Background: an optimization exercise with open tools, aiming at small area and few clock cycles. Do not read the settings as production practice.
Function was checked by simulation only, so behaviour that the tests miss may differ from the original.
Power figures rest on the tool's default switching activity, not on a simulated workload.

## fjord
## cfb_top
module cfb_top (
    input  wire        clk,
    input  wire        rst,
    input  wire        req_valid,
    output wire        req_ready,
    input  wire [7:0]  req_op,
    input  wire [7:0]  req_arg,
    input  wire [7:0]  req_len,
    input  wire [31:0] req_cap,
    input  wire        pl_valid,
    output wire        pl_ready,
    input  wire [7:0]  pl_data,
    output wire        rsp_valid,
    input  wire        rsp_ready,
    output reg  [7:0]  rsp_data,
    output wire        rsp_first,
    output wire        rsp_last,
    output wire        rsp_eop,
    output wire [1:0]  rsp_kind,
    output wire [2:0]  rsp_cause,
    output wire        tout_valid,
    input  wire        tout_ready,
    output reg  [7:0]  tout_data,
    output reg         tout_last,
    output wire        tin_req_valid,
    input  wire        tin_req_ready,
    output wire [4:0]  tin_req_len,
    input  wire        tin_valid,
    output wire        tin_ready,
    input  wire [7:0]  tin_data,
    input  wire        tr_valid,
    output wire        tr_ready,
    input  wire [1:0]  tr_kind,
    input  wire [5:0]  tr_count,
    input  wire [7:0]  tr_code,
    output wire [1:0]  cs_state,
    output wire [3:0]  spd_state
);
    localparam OP_XCHG  = 8'h01;
    localparam OP_SPEED = 8'h02;
    localparam OP_REV   = 8'h10;
    localparam OP_CSF   = 8'h11;
    localparam OP_TILE  = 8'h12;
    localparam S_IDLE  = 4'd0;
    localparam S_LOAD  = 4'd1;
    localparam S_CSON  = 4'd2;
    localparam S_TX    = 4'd3;
    localparam S_RXREQ = 4'd4;
    localparam S_RXDAT = 4'd5;
    localparam S_CSOFF = 4'd6;
    localparam S_SPD   = 4'd7;
    localparam S_RESP  = 4'd8;
    localparam S_DRAIN = 4'd9;
    localparam R_DONE    = 2'd0;
    localparam R_FAIL    = 2'd1;
    localparam R_TIMEOUT = 2'd2;
    localparam E_NONE    = 3'd0;
    localparam E_FAILED  = 3'd1;
    localparam E_TIMEOUT = 3'd2;
    localparam E_SHORTWR = 3'd3;
    localparam E_SHORTRD = 3'd4;
    localparam M_BUF  = 2'd0;    
    localparam M_TILE = 2'd1;
    localparam M_CSF  = 2'd2;
  ...
Size in the first run: about 140 I/O pins, ~0.029 mm2 of cells after synthesis.
==> flow/config.mk <==
export PLATFORM = sky130hd
export DESIGN_NAME = cfb_top
export DESIGN_NICKNAME = cfb_top
export VERILOG_FILES = /design/flow/design.v
export SDC_FILE = /design/flow/constraint.sdc
export NUM_CORES = 4
export LEC_CHECK = 0
export CAP_MARGIN = 20
export CORE_MARGIN = 2
export CORE_UTILIZATION = 40
export CTS_BUF_LIST = sky130_fd_sc_hd__clkbuf_8
export CTS_CLUSTER_DIAMETER = 60
export CTS_CLUSTER_SIZE = 15
export PLACE_DENSITY = 0.6
export SLEW_MARGIN = 20
==> flow/constraint.sdc <==
create_clock -name core_clock -period 10.0 [get_ports {clk}]
set_input_delay 2.0000 -clock core_clock [delete_from_list [all_inputs] [get_ports {clk}]]
set_output_delay 2.0000 -clock core_clock [all_outputs]
set_load 0.01 [all_outputs]
run.sh (not shown) runs the stock make flow with config.mk's settings and CLKGATE_MAP_FILE= SYNTH_SCRIPT=/design/flow/synth_recipe.tcl, a recipe that flattens the netlist after the stock synthesis.
Testbench counts of fjord, summed over its fixed seeds: cycles 92,174.
Input-level comparison between yarrow and fjord:
==> flow/flow/run.sh (new file) <==
#!/bin/bash
# The standard layout (standard.sh, unchanged synthesis and steps), with
# each port buffer made from the smallest buffer cell instead of the cell that
# buffer_ports picks by itself. The whole make output goes to standard.log.
set -euo pipefail
export BUFFER_PORTS_ARGS="-buffer_cell sky130_fd_sc_hd__buf_1"
bash standard.sh > standard.log 2>&1
==> flow/standard.sh (new file) <==
#!/bin/bash
# synth_recipe.tcl (not shown) runs the flow's synth.tcl, then flattens the netlist and writes it again
# the make line also repeats each setting of config.mk as NAME=value (left out here)
make -C /OpenROAD-flow-scripts/flow DESIGN_CONFIG=/design/flow/config.mk WORK_HOME=/design/flow/orfs CLKGATE_MAP_FILE= SYNTH_SCRIPT=/design/flow/synth_recipe.tcl "${@:-finish}"
removed: flow/run.sh
Results
- yarrow did not stop at any stage, and its layout met the timing, DRC and antenna checks.
- Taking fjord as the reference, in yarrow arrival time at the worst endpoint now sits lower, via count went down by about 0.8%, overall routed net length lower, global-route wire length before repair now sits lower, switching power of the nets now smaller.
- Summary: final worst slack, yarrow better than fjord
- Between yarrow and fjord, it is yarrow whose area added between synthesis and finish is lower, by 3.0 points.
- yarrow against fjord; clock-buffer cell count is down slightly.
- Between yarrow and fjord, it is yarrow whose minimum clock period after layout is lower, by 330 ps.

[separate check: timing with driven ports]
Ports are ideal in the flow. The routed layouts listed here were re-timed in OpenROAD.
Step 1 (the two cells are an assumption about what drives the block):
set clk [get_ports {clk}]
set_driving_cell -lib_cell sky130_fd_sc_hd__clkbuf_16 $clk
set_driving_cell -lib_cell sky130_fd_sc_hd__buf_2 [delete_from_list [all_inputs] $clk]
Step 2 moves the port delays by t, midway between the first and last clock arrival at a register: inputs arrive t later, outputs are due t later. That takes back most of the time a late clock gives input paths.
a / b / c = no drivers / after step 1 / after step 2; a / b = the first two.
run | shift t [ns] | setup slack, ns | worst setup path at the end
fjord | 0.738 | 2.181 / 2.125 / 2.863 | register to output
yarrow | 0.748 | 2.514 / 2.456 / 3.204 | register to output
After both steps setup and hold are still met in every run listed.
